This is an optimization exercise on Yosys and OpenROAD, whose aim is small area, a short achievable clock period and few clock cycles per item, not a production implementation. Power is estimated from default activity; no workload was simulated.

## job 101
==> flow/design.v <==
module ad983x_core (
    input  wire        clk,
    input  wire        rst,                 
    input  wire        cmd_valid,
    output reg         cmd_ready,
    input  wire [63:0] cmd,
    output reg         res_valid,
    output reg  [3:0]  res_code,
    output reg  [7:0]  res_err,
    output reg         sel_n,
    output reg         rst_line,
    output reg         xfer_req,
    output reg  [15:0] xfer_word,
    input  wire        xfer_ack,
    input  wire        xfer_fail,
    input  wire [7:0]  xfer_code
);
    localparam [3:0] R_OK        = 4'd0,
                     R_BAD_CH    = 4'd1,
                     R_BAD_SHAPE = 4'd2,
                     R_FREQ_OOR  = 4'd3,
                     R_XFER_ERR  = 4'd4,
                     R_ILLEGAL   = 4'd5,
                     R_NOT_INIT  = 4'd6,
                     R_BAD_REF   = 4'd7,
                     R_DESYNC    = 4'd8;
    localparam [3:0] OP_INIT = 4'h1, OP_FREQ = 4'h2, OP_FREQW = 4'h3,
                     OP_PHASE = 4'h4, OP_SIGN = 4'h5, OP_MODE = 4'h6,
                     OP_SLEEP = 4'h7, OP_WAVE = 4'h8, OP_RESET = 4'h9;
    reg        inited;
    reg        desync;
    reg [31:0] ref_hz;
    reg [5:0]  shb;                         
    wire [15:0] shadow = {7'd0, 1'b1, shb[5:1], 1'b0, shb[0], 1'b0};
    reg [3:0]  op;
    reg [1:0]  csel;                        
    reg        sel_hz;                      
    reg        rsv0;
    reg        z_hi;                        
    reg        z_mh;                        
    reg        z_ml;                        
    reg        z_lo;                        
    reg        neg;                         
    reg        pv;                          
    reg        fw1;                         
    reg        gap;                         
    reg        rcnt_on;                     
    reg [2:0]  rcnt;
    reg        is_init;
    reg        nw4;                         
    reg [1:0]  widx;
    reg        ch;
    reg [13:0] whi;                         
    reg [32:0] rem;                         
    reg [29:0] sq;                          
    reg [4:0]  dcnt;                        
    reg        ovf;                         
    reg        seen0;                       
    reg        dspec;                       
    reg        duse;                        
    always @(posedge clk) begin
        op     <= cmd[63:60];
        csel   <= cmd[53:52];
        sel_hz <= (cmd[59:54] == 6'd0);
        rsv0   <= (cmd[51:48] == 4'd0);
        z_hi   <= (cmd[47:32] == 16'd0);
        z_mh   <= (cmd[31:28] == 4'd0);
        z_ml   <= (cmd[27:12] == 16'd0);
        z_lo   <= (cmd[11:0] == 12'd0);
        neg    <= cmd[47];
    end
    wire sel0   = sel_hz && (csel == 2'd0);
    wire sel_h7 = sel_hz && !csel[1];
    wire d0     = z_hi && z_mh && z_ml && z_lo;
    reg well_formed;
    always @(*) begin
        case (op)
            OP_INIT:  well_formed = sel0 && rsv0 && z_hi;
            OP_FREQ:  well_formed = rsv0;
            OP_FREQW: well_formed = rsv0;
            OP_PHASE: well_formed = rsv0 && z_hi && z_mh && z_ml;
            OP_SIGN:  well_formed = sel_hz && rsv0 && d0;
            OP_MODE:  well_formed = sel_h7 && rsv0 && d0;
            OP_SLEEP: well_formed = sel_hz && rsv0 && d0;
            OP_WAVE:  well_formed = rsv0 && d0;
            OP_RESET: well_formed = sel0 && rsv0 && d0;
            default:  well_formed = 1'b0;
        endcase
    end
    reg        refuse;
    reg [3:0]  rcode;
    always @(*) begin
        refuse = 1'b1;
        rcode  = R_OK;
        if (!well_formed)
            rcode = R_ILLEGAL;
        else if (op == OP_INIT) begin
            if (z_mh && z_ml && z_lo) rcode = R_BAD_REF;
            else refuse = 1'b0;
        end
        else if (!inited) rcode = R_NOT_INIT;
        else if (desync)  rcode = R_DESYNC;
        else if ((op == OP_FREQ || op == OP_FREQW || op == OP_PHASE) && !sel_h7)
            rcode = R_BAD_CH;
        else if (op == OP_WAVE && (!sel_hz || csel == 2'd3))
            rcode = R_BAD_SHAPE;
        else if (op == OP_FREQ && neg)
            rcode = R_FREQ_OOR;
        else if (op == OP_FREQW && !(z_hi && z_mh))
            rcode = R_FREQ_OOR;
        else
            refuse = 1'b0;
    end
    reg [5:0] shb_new;
    always @(*) begin
        shb_new = shb;
        case (op)
            OP_SIGN: case (csel)
                2'd0: shb_new[3:1] = 3'b000;
                2'd1: shb_new[3:1] = 3'b101;
                2'd2: shb_new[3:1] = 3'b100;
                default: shb_new[3:1] = 3'b111;
            endcase
            OP_MODE:  shb_new[0] = csel[0];
            OP_SLEEP: shb_new[5:4] = csel;
            default: case (csel)            
                2'd0: begin shb_new[3:1] = 3'b000; shb_new[0] = 1'b0; end
                2'd1: begin shb_new[3:1] = 3'b000; shb_new[0] = 1'b1; end
                default: begin shb_new[3:1] = 3'b111; shb_new[0] = 1'b0; end
            endcase
        endcase
    end
    wire [15:0] sh_new = {7'd0, 1'b1, shb_new[5:1], 1'b0, shb_new[0], 1'b0};
    wire accept = cmd_valid && cmd_ready;
    wire exec   = accept && !refuse;
    wire ddone = (dcnt == 5'd30);
    wire dfree = !duse || (gap && widx == 2'd1 && ddone);
    wire dload = cmd_valid && !dspec && dfree && (cmd_ready || cmd[63:60] == OP_FREQ);
    wire dfmtw = cmd_ready && op == OP_FREQW;
    wire [34:0] tt    = {rem, sq[29], 1'b1} + {{2'b00, ref_hz} ^ {34{!rem[32]}}, !rem[32]};
    wire [32:0] rem_n = tt[33:1];
    wire        qbit  = !tt[33];
    wire [27:0] fword = sq[28:1] + {27'd0, sq[0]};
    wire [15:0] ftag  = ch ? 16'h8000 : 16'h4000;
    always @(posedge clk) begin
        rem <= dload ? {3'b000, cmd[46:17]} : rem_n;
        if (dload) begin
            if (dfmtw) begin
                sq   <= {1'b0, cmd[27:0], 1'b0};
                dcnt <= 5'd30;
            end else begin
                sq   <= {cmd[16:0], 13'd0};
                dcnt <= 5'd0;
            end
            ovf   <= 1'b0;
            seen0 <= 1'b0;
        end else if (!ddone) begin
            sq   <= {sq[28:0], qbit};
            dcnt <= dcnt + 5'd1;
            if (dcnt == 5'd0) ovf <= qbit;
            else if (!qbit)   seen0 <= 1'b1;
        end
    end
    wire idle = !(rcnt_on || fw1 || xfer_req || gap);
    reg  idle_nx;
    always @(*) begin
        idle_nx = idle;
        if (accept) idle_nx = refuse;
        if (rcnt_on && rcnt == 3'd7 && !is_init) idle_nx = 1'b1;
        if (fw1 && (ovf || (ddone && !seen0))) idle_nx = 1'b1;
        if (xfer_req && xfer_ack && (xfer_fail || !nw4 || widx == 2'd3)) idle_nx = 1'b1;
    end
    always @(posedge clk) begin
        res_err <= (xfer_req && xfer_ack && xfer_fail) ? xfer_code : 8'd0;
        if (rst) begin
            pv        <= 1'b0;
            cmd_ready <= 1'b0;
            res_valid <= 1'b0;
            res_code  <= R_OK;
            sel_n     <= 1'b1;
            rst_line  <= 1'b0;
            xfer_req  <= 1'b0;
            inited    <= 1'b0;
            desync    <= 1'b0;
            fw1       <= 1'b0;
            gap       <= 1'b0;
            rcnt_on   <= 1'b0;
            dspec     <= 1'b0;
            duse      <= 1'b0;
        end else begin
            pv        <= cmd_valid && !accept;
            cmd_ready <= idle_nx && cmd_valid && !accept;
            res_valid <= 1'b0;
            if (dload && !accept)
                dspec <= 1'b1;
            if (accept) begin
                dspec     <= 1'b0;
                res_valid <= refuse;
                res_code  <= rcode;
                widx      <= 2'd0;
                ch        <= csel[0];
                is_init   <= (op == OP_INIT);
                nw4       <= (op == OP_FREQ) || (op == OP_FREQW);
                rcnt      <= 3'd0;
                case (op)
                    OP_INIT:            xfer_word <= 16'h0100;
                    OP_FREQ, OP_FREQW:  xfer_word <= shadow | 16'h2000;
                    OP_PHASE:           xfer_word <= {2'b11, csel[0], 1'b0, cmd[11:0]};
                    default:            xfer_word <= sh_new;
                endcase
                if (!refuse) begin
                    case (op)
                        OP_INIT: begin
                            ref_hz    <= cmd[31:0];
                            shb       <= 6'd0;
                            inited    <= 1'b1;
                            desync    <= 1'b0;
                            rst_line  <= 1'b1;
                            rcnt_on   <= 1'b1;
                        end
                        OP_RESET: begin
                            rst_line <= 1'b1;
                            rcnt_on  <= 1'b1;
                        end
                        OP_FREQ: begin
                            duse      <= 1'b1;
                            fw1       <= 1'b1;
                        end
                        OP_FREQW: begin
                            duse      <= 1'b1;
                            sel_n     <= 1'b0;
                            xfer_req  <= 1'b1;
                        end
                        OP_PHASE: begin
                            sel_n     <= 1'b0;
                            xfer_req  <= 1'b1;
                        end
                        default: begin      
                            shb       <= shb_new;
                            sel_n     <= 1'b0;
                            xfer_req  <= 1'b1;
                        end
                    endcase
                end
            end
            if (rcnt_on) begin
                rcnt <= rcnt + 3'd1;
                if (rcnt == 3'd7) begin
                    rcnt_on  <= 1'b0;
                    rst_line <= 1'b0;
                    if (is_init) begin
                        sel_n    <= 1'b0;
                        xfer_req <= 1'b1;
                    end else begin
                        res_valid <= 1'b1;
                        res_code  <= R_OK;
                    end
                end
            end
            if (fw1) begin
                if (ovf || (ddone && !seen0)) begin
                    fw1       <= 1'b0;
                    duse      <= 1'b0;
                    res_valid <= 1'b1;
                    res_code  <= R_FREQ_OOR;
                end else if (seen0) begin
                    fw1      <= 1'b0;
                    sel_n    <= 1'b0;
                    xfer_req <= 1'b1;
                end
            end
            if (xfer_req && xfer_ack) begin
                sel_n    <= 1'b1;
                xfer_req <= 1'b0;
                if (xfer_fail) begin
                    duse      <= 1'b0;
                    res_valid <= 1'b1;
                    res_code  <= R_XFER_ERR;
                    if (is_init) inited <= 1'b0;
                    else         desync <= 1'b1;
                end else if (!nw4 || widx == 2'd3) begin
                    res_valid <= 1'b1;
                    res_code  <= R_OK;
                end else begin
                    gap  <= 1'b1;
                    widx <= widx + 2'd1;
                end
            end
            if (gap) begin
                case (widx)
                    2'd1: if (ddone) begin
                        gap       <= 1'b0;
                        duse      <= 1'b0;
                        whi       <= fword[27:14];
                        sel_n     <= 1'b0;
                        xfer_req  <= 1'b1;
                        xfer_word <= ftag | {2'b00, fword[13:0]};
                    end
                    2'd2: begin
                        gap       <= 1'b0;
                        sel_n     <= 1'b0;
                        xfer_req  <= 1'b1;
                        xfer_word <= ftag | {2'b00, whi};
                    end
                    default: begin
                        gap       <= 1'b0;
                        sel_n     <= 1'b0;
                        xfer_req  <= 1'b1;
                        xfer_word <= shadow;
                    end
                endcase
            end
        end
    end
endmodule
==> flow/config.mk <==
export PLATFORM = sky130hd
export DESIGN_NAME = ad983x_core
export DESIGN_NICKNAME = ad983x_core
export VERILOG_FILES = /design/flow/design.v
export SDC_FILE = /design/flow/constraint.sdc
export NUM_CORES = 4
export LEC_CHECK = 0
export CAP_MARGIN = 20
export CORE_MARGIN = 2
export CORE_UTILIZATION = 65
export CTS_BUF_LIST = sky130_fd_sc_hd__clkbuf_4 sky130_fd_sc_hd__clkbuf_8
export SLEW_MARGIN = 20
==> flow/constraint.sdc <==
create_clock -name core_clock -period 10.0 [get_ports {clk}]
set_input_delay 2.0000 -clock core_clock [delete_from_list [all_inputs] [get_ports {clk}]]
set_output_delay 2.0000 -clock core_clock [all_outputs]
set_load 0.01 [all_outputs]
standard.sh (not shown) runs the stock make flow with config.mk's settings and CLKGATE_MAP_FILE= SYNTH_SCRIPT=/design/flow/synth_recipe.tcl, a recipe that flattens the netlist after the stock synthesis.
==> flow/flow/run.sh <==
#!/bin/bash
# Standard layout, with timing repair aiming further below the clock period
# and plain buffers on the ports.
set -euo pipefail
export SETUP_SLACK_MARGIN=7.0
export BUFFER_PORTS_ARGS="-buffer_cell sky130_fd_sc_hd__buf_1"
bash standard.sh > standard_flow.log 2>&1
Input changes introduced in job 102 (baseline for comparison: job 101):
--- a/flow/design.v
+++ b/flow/design.v
@@ -132,13 +132,13 @@
     end
     wire [15:0] sh_new = {7'd0, 1'b1, shb_new[5:1], 1'b0, shb_new[0], 1'b0};
     wire accept = cmd_valid && cmd_ready;
     wire exec   = accept && !refuse;
     wire ddone = (dcnt == 5'd30);
     wire dfree = !duse || (gap && widx == 2'd1 && ddone);
-    wire dload = cmd_valid && !dspec && dfree && (cmd_ready || cmd[63:60] == OP_FREQ);
+    wire dload = pv && !dspec && dfree && (cmd_ready || op == OP_FREQ);
     wire dfmtw = cmd_ready && op == OP_FREQW;
     wire [34:0] tt    = {rem, sq[29], 1'b1} + {{2'b00, ref_hz} ^ {34{!rem[32]}}, !rem[32]};
     wire [32:0] rem_n = tt[33:1];
     wire        qbit  = !tt[33];
     wire [27:0] fword = sq[28:1] + {27'd0, sq[0]};
     wire [15:0] ftag  = ch ? 16'h8000 : 16'h4000;
@@ -188,29 +188,31 @@
             dspec     <= 1'b0;
             duse      <= 1'b0;
         end else begin
             pv        <= cmd_valid && !accept;
             cmd_ready <= idle_nx && cmd_valid && !accept;
             res_valid <= 1'b0;
-            if (dload && !accept)
+            if (dload && cmd_valid && !accept)
                 dspec <= 1'b1;
+            if (cmd_ready) begin
+                case (op)
+                    OP_INIT:            xfer_word <= 16'h0100;
+                    OP_FREQ, OP_FREQW:  xfer_word <= shadow | 16'h2000;
+                    OP_PHASE:           xfer_word <= {2'b11, csel[0], 1'b0, cmd[11:0]};
+                    default:            xfer_word <= sh_new;
+                endcase
+            end
             if (accept) begin
                 dspec     <= 1'b0;
                 res_valid <= refuse;
                 res_code  <= rcode;
                 widx      <= 2'd0;
                 ch        <= csel[0];
                 is_init   <= (op == OP_INIT);
                 nw4       <= (op == OP_FREQ) || (op == OP_FREQW);
                 rcnt      <= 3'd0;
-                case (op)
-                    OP_INIT:            xfer_word <= 16'h0100;
-                    OP_FREQ, OP_FREQW:  xfer_word <= shadow | 16'h2000;
-                    OP_PHASE:           xfer_word <= {2'b11, csel[0], 1'b0, cmd[11:0]};
-                    default:            xfer_word <= sh_new;
-                endcase
                 if (!refuse) begin
                     case (op)
                         OP_INIT: begin
                             ref_hz    <= cmd[31:0];
                             shb       <= 6'd0;
                             inited    <= 1'b1;
### Flow results
Looking at the reports, job 102 completed the entire flow and the layout it produced met the timing, design-rule and antenna checks.
Between job 102 and job 101, cell depth of the worst setup path is higher for job 101, job 102 comes in under that.
The top fanout value on the critical path reported for job 102 is smaller than that of job 101 by 4.
On clock latency at the later pin of the worst-skew pair, job 102 and job 101 are basically level.
Compared with job 101, job 102 supports a higher clock frequency.
Compared with job 101, job 102 shows a lower final cell count without fillers.
Summary of job 102 over job 101: slew at the pin closest to its max-slew limit moved up, first-pass GRT wire length moved down, number of global-route vias before repair moved down.
Comparing job 101 with job 102, the power in the clock group came out essentially unchanged.
Function was not checked in any run of this note: the RTL went through the layout flow alone.

static timing again, ports no longer ideal:
How much do the figures lean on ideal ports? The routed layouts below were timed once more, with nothing changed but the port constraints.
Step 1 (the two cells are an assumption about what drives the block):
set clk [get_ports {clk}]
set_driving_cell -lib_cell sky130_fd_sc_hd__clkbuf_16 $clk
set_driving_cell -lib_cell sky130_fd_sc_hd__buf_2 [delete_from_list [all_inputs] $clk]
Step 2 times the ports against the registers' clock, not the clock port: input delays grow and output delays shrink by t, the midpoint of the rising clock arrivals with the driver on.
a / b / c = ideal ports / drivers / drivers and shift; a / b = the first two.
| run | shift t [ns] | slack for setup (ns) | worst setup path at the end | worst slew at a driven data input, ns | cell pins on the clock port's net |
|---|---|---|---|---|---|
| job 101 | 0.530 | 6.901 / 6.888 / 6.378 | input to register | 0.04 | 1 |
| job 102 | 0.520 | 6.922 / 6.880 / 6.410 | input to register | 0.07 | 1 |
After both steps every run listed still meets setup and hold. The setup slack of job 101, which loses most, moves by -0.013 ns with the drivers and by -0.523 ns with both steps.
